From an optimization exercise on the open Yosys and OpenROAD flow, aimed at small area, a short achievable clock period and few clock cycles; shortcuts taken in it are not production practice.
At most, simulation tests tie the RTL to the original design; equivalence was not proved.
Power figures rest on the tool's default switching activity, not on a simulated workload.

## try-cedar
==> flow/design.v (excerpt) <==
module mte_top (
    input  wire        clk,
    input  wire        rst,         
    input  wire        tick_en,     
    input  wire        clk_rdy,     
    input  wire        req_valid,
    output wire        req_ready,
    input  wire [47:0] req_word,
    output reg         rsp_valid,
    output reg  [2:0]  rsp_code,
    output reg  [31:0] rsp_data
);
Size: ~450 flip-flops, roughly 90 I/O pins, about 23000 um2 of cells after synthesis.
export LEC_CHECK = 0
export CAP_MARGIN = 20
export CORE_MARGIN = 2
export CORE_UTILIZATION = 70
export CTS_CLUSTER_DIAMETER = 60
export CTS_CLUSTER_SIZE = 22
export SLEW_MARGIN = 20
create_clock -name core_clock -period 55.0 [get_ports {clk}]
standard.sh (not shown) runs the stock make flow with config.mk's settings and CLKGATE_MAP_FILE= SYNTH_SCRIPT=/design/flow/synth_recipe.tcl, a recipe that flattens the netlist after the stock synthesis.
==> flow/flow/run.sh <==
#!/bin/bash
# The standard layout (standard.sh: the standard synthesis and ORFS steps),
# with one change: the buffer that buffer_ports puts on every input and output
# port is sky130_fd_sc_hd__buf_2 instead of the one it picks by default.
# make's full output goes to flow_make.log here; ORFS keeps each step's log
# under orfs/logs/.
set -euo pipefail
bash standard.sh 'BUFFER_PORTS_ARGS=-buffer_cell sky130_fd_sc_hd__buf_2' finish > flow_make.log 2>&1
try-cedar finished all stages; the layout is clean.
Testbench counts of try-cedar, summed over its fixed seeds: cycles 12,534.
Relative to try-cedar, the following input files were edited for try-juniper:
Settings: changing CORE_UTILIZATION from 70 to 40.
Notes after the runs:
- Highest metal layer with signal wires = met4: try-cedar; highest metal layer with signal wires = met5: try-juniper
- Going from try-cedar to try-juniper, initial core utilization has decreased; final area moved up; layout overhead on the synthesized area now larger; total inserted antenna cells has decreased; per-cell via count in the routed design decreased by 1.0 relative to the old numbers.
- In the tables for try-cedar and try-juniper, minimum clock period after layout reads lower with try-cedar.
- Of try-cedar and try-juniper, try-cedar shows the lower routed wire length, with try-juniper above it.
- Higher share of cells above drive strength 1 was reported by try-juniper, not try-cedar.
- [compare] base=try-cedar new=try-juniper: count of plain and timing-repair buffers in the layout higher; power has increased.
The following lists how try-sierra was set up differently from try-juniper:
Settings: CORE_UTILIZATION now 55, was 40.
[summary]
try-sierra finished all stages; the layout is clean. Compared with try-juniper, try-sierra shows a worst hold slack that is 0.0031 ns higher. Summary of try-sierra over try-juniper: maximum number of pins on one net before global-route repair stayed essentially flat; top achievable clock speed rose by 2.7%; final period demand of the worst path fell by 0.33 ns; total power fell by 0.91%. Compared with try-juniper, in try-sierra die span in x went down by 14%, clock sink count shows no meaningful change.
Input-level comparison between try-willow and try-sierra:
Settings: CTS_CLUSTER_SIZE: 22 -> unset; CORE_UTILIZATION: 55 -> 40; CTS_CLUSTER_DIAMETER: 60 -> unset.
==> comparison <==
try-sierra has a higher count of non-CTS buffers in the layout than try-willow.
Against try-sierra, post-detailed-placement cell area in try-willow rose slightly.
Summary of the comparison: final cell count is higher in try-willow, relative to try-sierra.
Comparing final critical-path required period for try-willow and try-sierra, the bigger number came from try-willow.
Count of multi-input gates came out exactly the same in try-willow and try-sierra.
The die area of try-willow was inferior to that of try-sierra.
On try-willow: global-route wire length before repair is 2200 um higher than what try-sierra gave.

---

Setup of alpha:
mte_top, a different RTL version from the one above (not shown whole).
For scale: roughly 2,500 cells after synthesis, about 450 flip-flops.
clock: 55.0 ns
lec_check: 0
cap_margin: 20
core_margin: 2
core_utilization: 40
cts_buf_list: sky130_fd_sc_hd__clkbuf_4
slew_margin: 20
Scripts as last shown in full above: flow/flow/run.sh
alpha did not stop at any stage, and its layout met the timing, design-rule and antenna checks.
Setup changes, alpha to beta
==> flow/run.sh (new file) <==
#!/bin/bash
# synth_recipe.tcl (not shown) runs the flow's synth.tcl, then flattens the netlist and writes it again
# the make line also repeats each setting of config.mk as NAME=value (left out here)
make -C /OpenROAD-flow-scripts/flow DESIGN_CONFIG=/design/flow/config.mk WORK_HOME=/design/flow/orfs CLKGATE_MAP_FILE= SYNTH_SCRIPT=/design/flow/synth_recipe.tcl finish
removed: flow/flow/run.sh
removed: flow/standard.sh
## What came out
There was hardly any difference in mean number of vias per cell between alpha and beta. Looking at number of design-rule violations left by the first detailed-router iteration, beta sits 9 higher than alpha does. The run with more setup slack is alpha; beta has less. Against alpha, beta comes in 1.7 points higher on layout-stage area growth over the synthesis result. Diode insertion count for antenna repair came out lower on beta than on alpha. Global-route wire length before repair on beta is ahead of alpha. Met1 track utilization from global routing (higher): alpha.
No run of this note included a check of the RTL's function; only the layout flow was run.

---

Setup of job 8976:
mte_top, a different RTL version from the one above (not shown whole).
Size: about 450 flip-flops, roughly 90 I/O pins, about 0.023 mm2 of cells after synthesis.
Settings: LEC_CHECK=0, CAP_MARGIN=20, CORE_MARGIN=2, CORE_UTILIZATION=40, SLEW_MARGIN=20; clock period 55.0 ns.
run.sh (not shown) runs the stock make flow with config.mk's settings and CLKGATE_MAP_FILE= SYNTH_SCRIPT=/design/flow/synth_recipe.tcl, a recipe that flattens the netlist after the stock synthesis.
Stock flow here: none of the scripts above is used.
Testbench counts of job 8976, summed over its fixed seeds: cycles 12,534.
Here is what was changed in the inputs of job 3776 compared with job 8976.
==> flow/flow/run.sh (new file) <==
#!/bin/bash
# The standard layout (standard.sh: the standard synthesis and ORFS steps),
# with one change: the buffer that buffer_ports puts on every input and output
# port is sky130_fd_sc_hd__buf_2 instead of the one it picks by default.
# make's full output goes to flow_make.log here; ORFS keeps each step's log
# under orfs/logs/.
set -euo pipefail
bash standard.sh 'BUFFER_PORTS_ARGS=-buffer_cell sky130_fd_sc_hd__buf_2' finish > flow_make.log 2>&1
==> flow/standard.sh (new file) <==
#!/bin/bash
# synth_recipe.tcl (not shown) runs the flow's synth.tcl, then flattens the netlist and writes it again
# the make line also repeats each setting of config.mk as NAME=value (left out here)
make -C /OpenROAD-flow-scripts/flow DESIGN_CONFIG=/design/flow/config.mk WORK_HOME=/design/flow/orfs CLKGATE_MAP_FILE= SYNTH_SCRIPT=/design/flow/synth_recipe.tcl "${@:-finish}"
diff --git a/flow/config.mk b/flow/config.mk
--- a/flow/config.mk
+++ b/flow/config.mk
@@ -10,0 +11,2 @@
+export CTS_CLUSTER_DIAMETER = 60
+export CTS_CLUSTER_SIZE = 22
removed: flow/run.sh
Results
- Job 3776 vs job 8976 — maximum VDD drop dropped by a little under 10%
- From job 8976 to job 3776, share of synthesized cell area in and, or, nand and nor gates did not move at all.
- The global-route usage number comes out higher for job 8976 vs job 3776.
- Diff job 3776..job 8976 | max-cap violation count | unchanged

what the ideal ports hide:
The results above use ideal ports. As a check the final layouts listed here were re-extracted and re-timed, cells and wires unchanged.
Step 1, drivers: a clkbuf_16 drives clk and a buf_2 each remaining input, both assumed.
Step 2 moves the port delays by t, midway between the first and last clock arrival at a register: inputs arrive t later, outputs are due t later. That takes back most of the time a late clock gives input paths.
Slacks: no drivers / after step 1 / after step 2; pairs: no drivers / after step 1.
| run | t (ns) | setup WS [ns] | hold WS [ns] | pins driven straight from the clock port |
|---|---|---|---|---|
| try-cedar | 0.585 | 42.964 / 42.909 / 42.539 | 0.459 / 0.459 / 0.459 | 1 |
| try-juniper | 0.655 | 42.610 / 42.547 / 42.608 | 0.458 / 0.458 / 0.458 | 1 |
| try-sierra | 0.633 | 42.936 / 42.877 / 42.710 | 0.461 / 0.461 / 0.461 | 1 |
| try-willow | 0.656 | 42.619 / 42.556 / 42.601 | 0.452 / 0.452 / 0.452 | 1 |
| alpha | 0.920 | 42.615 / 42.560 / 42.624 | 0.442 / 0.442 / 0.442 | 1 |
| beta | 0.937 | 42.190 / 42.134 / 42.244 | 0.440 / 0.440 / 0.440 | 1 |
| job 8976 | 0.675 | 42.527 / 42.462 / 41.892 | 0.451 / 0.451 / 0.451 | 1 |
| job 3776 | 0.657 | 42.773 / 42.816 / 42.160 | 0.458 / 0.458 / 0.458 | 1 |
After both steps every run listed still meets setup and hold. For job 8976, which loses most, drivers alone change the setup slack by -0.065 ns; drivers and shift together by -0.635 ns.
